Context: an optimization exercise on an open-source flow, tuned for small area, a short achievable clock period and few clock cycles per item. The choices shown serve that exercise and are no tape-out recipe. In this exercise RTL edits were held to simulation tests only and were not proved equivalent to the original.

==> run X <==
// tpaq_hasher
module tpaq_hasher (
    input  wire         clk,
    input  wire         rst,
    input  wire         in_valid,
    output wire         in_ready,
    input  wire         in_op,
    input  wire [149:0] in_data,
    output reg          out_valid,
    output reg          out_err,
    output reg  [223:0] out_ctx,
    output reg  [31:0]  out_c4,
    output reg  [23:0]  out_h
);
clock: 28.0 ns
lec_check: 0
cap_margin: 20
core_margin: 2
core_utilization: 70
slew_margin: 20
standard.sh (not shown) runs the stock make flow with config.mk's settings and CLKGATE_MAP_FILE= SYNTH_SCRIPT=/design/flow/synth_recipe.tcl, a recipe that flattens the netlist after the stock synthesis.
==> flow/flow/run.sh <==
#!/bin/bash
# Standard layout with two changes:
#  - a netlist pass between synthesis and floorplan: flow/invpush.py removes
#    the inverters that synthesis leaves between full adders and xor gates
#    (a full adder is self-dual, so it can take its inputs inverted and give
#    its outputs inverted instead; an xor absorbs an inverted input by
#    becoming an xnor). Registers and all other cells stay as synthesized.
#  - the port buffers are plain buffers (buf_2) rather than delay cells.
#  - repair_timing aims beyond the period, and the clock tree uses no dummy loads.
# Each tool's output goes to its own log file here.
set -euo pipefail
R=orfs/results/${FLOW_PLATFORM}/tpaq_hasher/base
bash standard.sh synth > synth.log 2>&1
cp "$R/1_2_yosys.v" "$R/1_2_yosys_std.v"
python3 flow/invpush.py "$R/1_2_yosys_std.v" "$R/1_2_yosys.v" 3000000 > invpush.log 2>&1
rm -f "$R/1_synth.odb" "$R/1_synth.sdc"
bash standard.sh synth > synth_odb.log 2>&1
export BUFFER_PORTS_ARGS="-buffer_cell sky130_fd_sc_hd__buf_2"
# ask repair_timing for slack beyond the period, so that it speeds up the
# paths that set the achieved period
export SETUP_SLACK_MARGIN=21.2
# clock tree without dummy loads, with larger sink clusters (fewer buffers)
export CTS_ARGS="-sink_clustering_enable -repair_clock_nets -dont_use_dummy_load -sink_clustering_size 28 -sink_clustering_max_diameter 85"
bash standard.sh finish > layout.log 2>&1
Other scripts of this flow, unchanged in this note and not shown: flow/flow/invpush.py
==> run Y: changes against run X <==
--- a/flow/design.v
+++ b/flow/design.v
@@ -113,20 +113,18 @@
     reg        v_b, e_b;
     reg [31:0] c4_b;
     reg [23:0] h_b;
     reg [223:0] t_b;
     wire [31:0] x0 = text_a ? (c4_a ^ {16'd0, c8l_a}) : {c4_a[31:16], 16'd0};
     wire [223:0] t_n;
     mul_k1_0 u_k10 (.x(x0),   .y(t_n[ 31:  0]));
     mul_k1_1 u_k11 (.x(x1_a), .y(t_n[ 63: 32]));
-    wire [31:0] x2_b = {x2_a[31:23], x5_a[6:0] ^ 7'h24, x2_a[15:0]};
-    wire [31:0] x3_b = {x3_a[31:23], x5_a[14:0] ^ 15'h0D29, x3_a[7:0]};
-    mul_k1_2 u_k12 (.x(x2_b), .y(t_n[ 95: 64]));
-    mul_k1_3 u_k13 (.x(x3_b), .y(t_n[127: 96]));
+    mul_k1_2 u_k12 (.x(x2_a), .y(t_n[ 95: 64]));
+    mul_k1_3 u_k13 (.x(x3_a), .y(t_n[127: 96]));
     mul_k1_4 u_k14 (.x(x4_a), .y(t_n[159:128]));
     mul_k1_5 u_k15 (.x(x5_a), .y(t_n[191:160]));
     mul_k1_6 u_k16 (.x(x6_a), .y(t_n[223:192]));
     always @(posedge clk) begin
         if (rst) begin
             v_b <= 1'b0; e_b <= 1'b0;
         end else begin
             v_b <= v_a; e_b <= e_a;
==> flow/flow/run.sh (replaced) <==
#!/bin/bash
# Standard layout with two changes:
#  - a netlist pass between synthesis and floorplan: flow/invpush.py removes
#    the inverters that synthesis leaves between full adders and xor gates
#    (a full adder is self-dual, so it can take its inputs inverted and give
#    its outputs inverted instead; an xor absorbs an inverted input by
#    becoming an xnor). Registers and all other cells stay as synthesized.
#  - the port buffers are plain buffers (buf_2) rather than delay cells.
# Each tool's output goes to its own log file here.
set -euo pipefail
R=orfs/results/${FLOW_PLATFORM}/tpaq_hasher/base
bash standard.sh synth > synth.log 2>&1
cp "$R/1_2_yosys.v" "$R/1_2_yosys_std.v"
python3 flow/invpush.py "$R/1_2_yosys_std.v" "$R/1_2_yosys.v" 3000000 > invpush.log 2>&1
rm -f "$R/1_synth.odb" "$R/1_synth.sdc"
bash standard.sh synth > synth_odb.log 2>&1
export BUFFER_PORTS_ARGS="-buffer_cell sky130_fd_sc_hd__buf_2"
# ask repair_timing for slack beyond the period, so that it speeds up the
# paths that set the achieved period
export SETUP_SLACK_MARGIN=21.2
bash standard.sh finish > layout.log 2>&1
==> run D: changes against run X <==
--- a/flow/flow/run.sh
+++ b/flow/flow/run.sh
@@ -13,12 +13,12 @@
 bash standard.sh synth > synth.log 2>&1
 cp "$R/1_2_yosys.v" "$R/1_2_yosys_std.v"
 python3 flow/invpush.py "$R/1_2_yosys_std.v" "$R/1_2_yosys.v" 3000000 > invpush.log 2>&1
 rm -f "$R/1_synth.odb" "$R/1_synth.sdc"
 bash standard.sh synth > synth_odb.log 2>&1
 export BUFFER_PORTS_ARGS="-buffer_cell sky130_fd_sc_hd__buf_2"
 # ask repair_timing for slack beyond the period, so that it speeds up the
 # paths that set the achieved period
-export SETUP_SLACK_MARGIN=21.2
+export SETUP_SLACK_MARGIN=21.3
 # clock tree without dummy loads, with larger sink clusters (fewer buffers)
-export CTS_ARGS="-sink_clustering_enable -repair_clock_nets -dont_use_dummy_load -sink_clustering_size 28 -sink_clustering_max_diameter 85"
+export CTS_ARGS="-sink_clustering_enable -repair_clock_nets -dont_use_dummy_load -sink_clustering_size 25 -sink_clustering_max_diameter 80"
 bash standard.sh finish > layout.log 2>&1
==> results.cfg <==
[die]
die_w_um = 397

[clock_network]
cts_buffers = 113

[setup_path]
rr_endpoint = x6_a[26]$_DFF_P_
r2r-start = c4[28]$_SDFFE_PP0P_

[sta]
period_needed_ns = 6.90

[synth]
synthesis.area_mm2 = 0.108

[status]
status = timing/DRC/antenna clean

[layout]
final_cell_mix = fa_1, dfxtp_1, ha_1
num-multi-input-gates = 6807
The numbers above come from run Y.

==> results.cfg <==
[status]
status = timing/DRC/antenna clean

[synth]
synthesis.area_mm2 = 0.109
postSynthCellCount = 8795

[setup_path]
rr_endpoint = x6_a[19]$_DFF_P_

[global_route]
gr-total-overflow = 0
met1_usage_pct = 50.4

[clock_network]
cts_buffers = 70

[layout]
postLayoutCellArea_mm2 = 0.116
num-multi-input-gates = 6896
design.seq.count = 1065

[route]
vias_per_cell = 6.16
wl_met1_um = 112000

[die]
die_w_um = 398
n_tap_cell = 2044
The numbers above come from run X.

==> results.cfg <==
[status]
status = timing/DRC/antenna clean

[clock_network]
h-tree-depth = 3
cts_buffers = 75

[layout]
final_cell_mix = fa_1, ha_1, dfxtp_1
num-multi-input-gates = 6896

[synth]
synthesis.area_mm2 = 0.109

[die]
die_w_um = 398

[placed_design]
dpl_cell_area_mm2 = 0.113

[setup_path]
r2r-start = c4[20]$_SDFFE_PP0P_
The numbers above come from run D.

Testbench counts of run X, summed over its fixed seeds: cycles 32,032, items 32,000.
Testbench counts of run Y, summed over its fixed seeds: cycles 32,032, items 32,000.
Testbench counts of run D, summed over its fixed seeds: cycles 32,032, items 32,000.

what the ideal ports hide:
In the flow no input, the clock included, has a driving cell. The finished layouts below were timed again as built, in two steps. Step 1: set_driving_cell puts a clkbuf_16 on clk and a buf_2 on each other input, an assumption about the parent block. Step 2, shift: input delay + t, output delay - t, t = (earliest + latest rising clock arrival at the registers) / 2. This alone moves slack from input paths to output paths. a / b / c = no drivers / after step 1 / after step 2; a / b = the first two.
run | t, ns | setup slack, ns | clock arrival spread, ns | worst data-port slew with drivers (ns)
run X | 0.802 | 21.143 / 21.050 / 21.388 | 0.125 / 0.125 | 0.16
run Y | 0.871 | 21.099 / 21.006 / 21.335 | 0.123 / 0.124 | 0.15
run D | 0.788 | 21.148 / 21.054 / 21.425 | 0.122 / 0.123 | 0.16
After both steps setup and hold are still met in every run listed.
